Background: an optimization exercise with open tools, aiming at small area, a short achievable clock period and few clock cycles. Do not read the settings as production practice. Only simulation tests tie the RTL to the original design; equivalence was not proved.

`run.sh`:
```
#!/bin/bash
# synth_recipe.tcl (not shown) runs the flow's synth.tcl, then flattens the netlist and writes it again
# the make line also repeats each setting of config.mk as NAME=value (left out here)
make -C /OpenROAD-flow-scripts/flow DESIGN_CONFIG=/design/flow/config.mk WORK_HOME=/design/flow/orfs CLKGATE_MAP_FILE= SYNTH_SCRIPT=/design/flow/synth_recipe.tcl finish
```
`config.mk`:
```
export PLATFORM = sky130hd
export DESIGN_NAME = gorilla_enc
export DESIGN_NICKNAME = gorilla_enc
export VERILOG_FILES = /design/flow/design.v
export SDC_FILE = /design/flow/constraint.sdc
export NUM_CORES = 4
export LEC_CHECK = 0
export CAP_MARGIN = 20
export CORE_MARGIN = 2
export CORE_UTILIZATION = 25
export SLEW_MARGIN = 20
```
`constraint.sdc`:
```
create_clock -name core_clock -period 15.0 [get_ports {clk}]
set_input_delay 3.0000 -clock core_clock [delete_from_list [all_inputs] [get_ports {clk}]]
set_output_delay 3.0000 -clock core_clock [all_outputs]
set_load 0.01 [all_outputs]
```
`design.v`:
```
module gorilla_enc (
    input  wire        clk,
    input  wire        rst,
    input  wire        in_valid,
    output wire        in_ready,
    input  wire [1:0]  in_op,
    input  wire [31:0] in_ts,
    input  wire [63:0] in_val,
    output wire        out_valid,
    input  wire        out_ready,
    output wire [63:0] out_data,
    output wire        out_last,
    output wire [3:0]  out_nbytes
);
    localparam OP_INIT   = 2'd0;
    localparam OP_PUSH   = 2'd1;
    localparam OP_FINISH = 2'd2;
    localparam B_IDLE  = 2'd0;
    localparam B_FRESH = 2'd1;
    localparam B_MANY  = 2'd2;
    localparam B_DONE  = 2'd3;
    localparam S_CMD = 2'd0;
    localparam S_TS  = 2'd1;
    localparam S_VAL = 2'd2;
    localparam S_EOS = 2'd3;
    localparam ACC_W = 160;
    localparam REC_W = 80;
    reg [1:0]  bstate;
    reg [1:0]  seq;
    reg        flushing;
    reg [31:0] t0;
    reg [31:0] tprev;
    reg [31:0] tdprev;
    reg [63:0] vprev;
    reg        win_valid;
    reg [4:0]  win_l;
    reg [5:0]  win_t;
    reg [31:0] cur_ts;
    reg [63:0] cur_val;
    reg [ACC_W-1:0] acc;
    reg [7:0]       cnt;
    wire emit_last = flushing && (cnt <= 8'd64);
    assign out_valid  = flushing || (cnt >= 8'd64);
    assign out_data   = acc[ACC_W-1 -: 64];
    assign out_last   = emit_last;
    assign out_nbytes = emit_last ? cnt[6:3] : 4'd8;
    wire out_fire = out_valid && out_ready;
    assign in_ready = (seq == S_CMD) && !flushing && (cnt < 8'd64);
    wire in_fire = in_valid && in_ready;
    wire can_append = (cnt < 8'd64);
    wire first = (bstate == B_FRESH);
    wire [31:0] tdelta = cur_ts - (first ? t0 : tprev);
    wire [31:0] dod    = tdelta - tdprev;
    wire signed [31:0] dod_s = dod;
    reg [REC_W-1:0] ts_rec;
    reg [6:0]       ts_len;
    always @(*) begin
        if (first) begin
            ts_rec = {66'd0, tdelta[13:0]};
            ts_len = 7'd14;
        end else if (dod == 32'd0) begin
            ts_rec = {REC_W{1'b0}};
            ts_len = 7'd1;
        end else if (dod_s >= -32'sd63 && dod_s <= 32'sd64) begin
            ts_rec = {71'd0, 2'b10, dod[6:0]};
            ts_len = 7'd9;
        end else if (dod_s >= -32'sd255 && dod_s <= 32'sd256) begin
            ts_rec = {68'd0, 3'b110, dod[8:0]};
            ts_len = 7'd12;
        end else if (dod_s >= -32'sd2047 && dod_s <= 32'sd2048) begin
            ts_rec = {64'd0, 4'b1110, dod[11:0]};
            ts_len = 7'd16;
        end else begin
            ts_rec = {44'd0, 4'b1111, dod};
            ts_len = 7'd36;
        end
    end
    wire [63:0] vxor = cur_val ^ vprev;
    reg [6:0] lz;
    reg [6:0] tz;
    integer i;
    always @(*) begin
        lz = 7'd64;
        for (i = 0; i < 64; i = i + 1)
            if (vxor[i]) lz = 7'd63 - i[6:0];
        tz = 7'd64;
        for (i = 63; i >= 0; i = i - 1)
            if (vxor[i]) tz = i[6:0];
    end
    wire [4:0] lz_c = (lz > 7'd31) ? 5'd31 : lz[4:0];
    wire       reuse = win_valid && (lz >= {2'b00, win_l}) && (tz >= {1'b0, win_t});
    wire [6:0] reuse_bits = 7'd64 - {2'b00, win_l} - {1'b0, win_t};
    wire [6:0] sig_bits   = 7'd64 - {2'b00, lz_c} - tz;
    reg [REC_W-1:0] val_rec;
    reg [6:0]       val_len;
    always @(*) begin
        if (first) begin
            val_rec = {16'd0, cur_val};
            val_len = 7'd64;
        end else if (vxor == 64'd0) begin
            val_rec = {REC_W{1'b0}};
            val_len = 7'd1;
        end else if (reuse) begin
            val_rec = ({{(REC_W-2){1'b0}}, 2'b10} << reuse_bits) | ({16'd0, vxor} >> win_t);
            val_len = 7'd2 + reuse_bits;
        end else begin
            val_rec = ({{(REC_W-13){1'b0}}, 2'b11, lz_c, sig_bits[5:0]} << sig_bits) |
                      ({16'd0, vxor} >> tz);
            val_len = 7'd13 + sig_bits;
        end
    end
    reg [REC_W-1:0] rec;
    reg [6:0]       rec_len;
    always @(*) begin
        case (seq)
            S_TS:    begin rec = ts_rec;  rec_len = ts_len;  end
            S_VAL:   begin rec = val_rec; rec_len = val_len; end
            default: begin rec = {{(REC_W-37){1'b0}}, 4'hF, 32'hFFFFFFFF, 1'b0}; rec_len = 7'd37; end
        endcase
    end
    wire [REC_W-1:0] rec_top  = rec << (7'd80 - rec_len);
    wire [ACC_W-1:0] acc_app  = acc | ({rec_top, {(ACC_W-REC_W){1'b0}}} >> cnt);
    wire [7:0]       cnt_app  = cnt + {1'b0, rec_len};
    wire [7:0]       cnt_pad  = (cnt_app + 8'd7) & 8'hF8;
    always @(posedge clk) begin
        if (rst) begin
            bstate    <= B_IDLE;
            seq       <= S_CMD;
            flushing  <= 1'b0;
            cnt       <= 8'd0;
            win_valid <= 1'b0;
        end else begin
            if (out_fire) begin
                if (emit_last) begin
                    acc      <= {ACC_W{1'b0}};
                    cnt      <= 8'd0;
                    flushing <= 1'b0;
                end else begin
                    acc <= acc << 64;
                    cnt <= cnt - 8'd64;
                end
            end
            case (seq)
                S_CMD: if (in_fire) begin
                    case (in_op)
                        OP_INIT: begin
                            acc       <= {in_ts, {(ACC_W-32){1'b0}}};
                            cnt       <= 8'd32;
                            t0        <= in_ts;
                            win_valid <= 1'b0;
                            bstate    <= B_FRESH;
                        end
                        OP_PUSH: if (bstate == B_FRESH || bstate == B_MANY) begin
                            cur_ts  <= in_ts;
                            cur_val <= in_val;
                            seq     <= S_TS;
                        end
                        OP_FINISH: if (bstate == B_FRESH || bstate == B_MANY) begin
                            seq <= S_EOS;
                        end
                        default: ;
                    endcase
                end
                S_TS: if (can_append) begin
                    acc <= acc_app;
                    cnt <= cnt_app;
                    seq <= S_VAL;
                end
                S_VAL: if (can_append) begin
                    acc    <= acc_app;
                    cnt    <= cnt_app;
                    tprev  <= cur_ts;
                    tdprev <= tdelta;
                    vprev  <= cur_val;
                    if (!first && vxor != 64'd0 && !reuse) begin
                        win_valid <= 1'b1;
                        win_l     <= lz_c;
                        win_t     <= tz[5:0];
                    end
                    bstate <= B_MANY;
                    seq    <= S_CMD;
                end
                S_EOS: if (can_append) begin
                    acc      <= acc_app;
                    cnt      <= cnt_pad;
                    flushing <= 1'b1;
                    bstate   <= B_DONE;
                    seq      <= S_CMD;
                end
            endcase
        end
    end
endmodule
```
==> impl_metrics.yaml <==
synth:
  synth_top_area_share_pct: 20.8
  ys.flop_type: "edfxtp_1"
  synth_top_cells_by_area: "edfxtp_1 (21%), mux4_2 (6.1%), nand2_1 (4.9%)"
  synth_edf_count: 427
  synth_cells: 7873
  syn_area_per_cell_sq_um: 7.81
  ys_seq_area_share_pct: 21.3
  syn_nets: 8094
  synth_commonest_cells: "nand2_1 (806), nor2_1 (721), a21oi_1 (587), o21ai_0 (526), clkbuf_1 (453)"
  synth_warnings: 1
  yosysTopAreaCell: "edfxtp_1"
  yosysMostFrequentCell: "nand2_1"
  synthArstFlopShare_pct: 0
  netlist_area_sq_mm: 0.0615
  ys_seq_elements: 441
  synth_cell_types: 125
setup_path:
  cp-start-kind: "flop"
  setup.worst_path.class: "reg -> reg"
  cp_data_required_time_ns: 15.49
  critical_path.max_fanout: 11
  cp_data_arrival_time_ns: 14.66
  crit_top_cell: "a21o_1"
  crit_slowest_cell: "o311ai_0"
  crit_path_max_incr_delay_ns: 0.87
  worstSetupEndpointType: "flop"
  r2r_slack_ns: 0.83
  r2r-start: "bstate[1]"
  crit_start: "bstate[1]"
route:
  drc_errors: 0
  wl_per_cell_um: 46.2
  drtIter0Drc: 16300
  vias: 85500
  firstDrtPassIters: 7
  drt-total-wl_um: 570000
  via_per_inst: 6.93
  final_antenna_net_count: 0
placement:
  globalplace.congestion: 1.12
  dpl.hpwl_um: 459000
  port-buffer-count: 172
clocking:
  cts_tree: "done"
  cts_made_buffers: 59
  htreeDepth: 2
  clock_latency_ns: 0.75
  clock-sinks: 441
  clock_path_buffers: 3
  clk_pin_slew_ns: 0.07
  cts.root.buffer_cell: "clkbuf_16"
sta:
  grt_setup_unrepaired: "no"
  min_period_ns: 14.17
  worst_pin_slew_ns: 1.43
  finalCritPeriodShare_pct: 94.5
  drv_slew: 0
  finalSetupTns_ns: 0
  hold_violations: 0
  clock_skew_ns: 0.0717
  slew_headroom_pct: 4.63
  fmax_mhz: 70.6
  report.final.setup_viol: 0
outcome:
  status: "no timing/DRC/antenna violations"
finish:
  area_growth_pct: 30.2
  drive_above_1_share_pct: 24.6
  num-nets-final: 9249
  utilization_pct: 32.7
floorplan:
  io_pins: 173
  start_util_pct: 25.1
  die-area_sq_mm: 0.250
  die_w_um: 500
  die_h_um: 500
  core_sq_mm: 0.245
  fp-row-count: 182
flow_run:
  cap_violations: 0
global_routing:
  antenna_found_initial: 91
  grt_pass1_wl_um: 744000
  gr-total-overflow: 0
  grt_util_all_layers_pct: 43.5
  grt_max_degree: 93
  grt_pass1_vias: 77300
min_path:
  hold_start: "cur_ts[28]"
  hold_path.class: "reg -> reg"
-- final timing paths --
| path | end | cells past startpoint |
|---|---|---|
| max | acc[11] | 58 |
| min | tprev[28] | 0 |
| max reg2reg | acc[11] | 58 |
| min reg2reg | tprev[28] | 0 |
-- timing repair --
item / 4_1_cts / 5_1_grt
setup endpoints to repair: 0 / 1
hold endpoints to repair: 0 / 0
resized for setup: 0 / 1
hold buffers: 0 / 0
setup buffers: 0 / 0
-- worst max-delay path, delay by kind of cell, from the launching register on --
family / cells / cell delay, ns
flops: 1 / 0.33
xor+xnor: 1 / 0.17
fa+ha+maj: 5 / 1.27
compound gates: 29 / 7.93
mux: 1 / 0.21
simple gates: 14 / 2.74
buf+inv: 8 / 1.26
-- per-layer routing --
layer	vias up	wire, um	global-route usage, %
met1	43200	245000	61.4
li1	33700	-	-
met4	60	26800	16.2
met3	1194	89100	20.7
met5	-	497	0.502
met2	7295	209000	55.8
-- cell usage in the layout (no fill, tap or decap), types with 125 or more instances in the layout --
| cell type | count |
|---|---|
| buf_4 | 1533 |
| nand2_1 | 801 |
| nor2_1 | 701 |
| a21oi_1 | 577 |
| o21ai_0 | 518 |
| edfxtp_1 | 427 |
| nor3_1 | 270 |
| o211ai_1 | 252 |
| nand3_1 | 249 |
| a211oi_1 | 188 |
| mux2i_1 | 181 |
| clkdlybuf4s50_1 | 172 |
| mux4_2 | 167 |
| o22ai_1 | 127 |
| inv_1 | 125 |
-- cells by family after synthesis --
kind of cell | count (synthesis) | share of synthesized area [%]
buffers and inverters | 827 | 5.76
and+or+nand+nor | 2645 | 20.0
DFF | 441 | 21.3
muxes | 412 | 10.2
xor gates and xnor gates | 205 | 2.99
adders and majority gates | 119 | 2.48
AOI/OAI and AO/OA | 3224 | 37.2
-- final cells by class --
cell class                 count  area, sq um
fill                       26100       165000
multi-input combinational   6605        45700
timing repair buffer        1770        14500
sequential                   441        13100
tap                         3220         4030
clock buffer                  66         1500
inverter                     151          579
clock inverter                43          571
antenna                       48          120
-- state kept, by name (all words and copies together), names as in the netlist, 2 cells and up --
| name | count |
|---|---|
| t0 | 32 |
| win_l | 5 |
| bstate | 2 |
| acc | 160 |
| cur_val | 64 |
| seq | 2 |
| tdprev | 32 |
| tprev | 32 |
| cnt | 8 |
| vprev | 64 |
| win_t | 6 |
| cur_ts | 32 |
-- metrics by stage --
stage	instances	instance area (sq um)	worst slack, ns	hold WS (ns)
floorplan	7873	61500	0.280	0.426
global placement	12200	77800	0.960	0.433
detailed placement	12200	77900	1.21	0.442
CTS	12300	79900	1.06	0.461
global route	12300	80000	0.250	0.470
finish	12300	80100	0.828	0.465
Testbench counts, summed over its fixed seeds: cycles 55,052.

==> afterwards: timing with drivers on the ports <==
The flow's constraints put no driver on any port. The routed layout listed below was extracted and timed again, unchanged, in two steps. Step 1: set_driving_cell puts a clkbuf_16 on clk and a buf_2 on each other input, an assumption about the parent block. Step 2 adds t to the input delays and takes it off the output delays; t is the mean of the earliest and latest rising clock arrival at the registers after step 1. Input paths then give back, and output paths get back, about the clock's delay inside the block. Three values: no drivers, after step 1, after step 2; two values: the first two.
t (ns): 0.822
setup slack, ns: 0.828 / 0.828 / 0.828
pins driven straight from the clock port: 1
After both steps this run still meets setup and hold. The setup slack of this run moves by 0.000 ns with the drivers and by 0.000 ns with both steps.
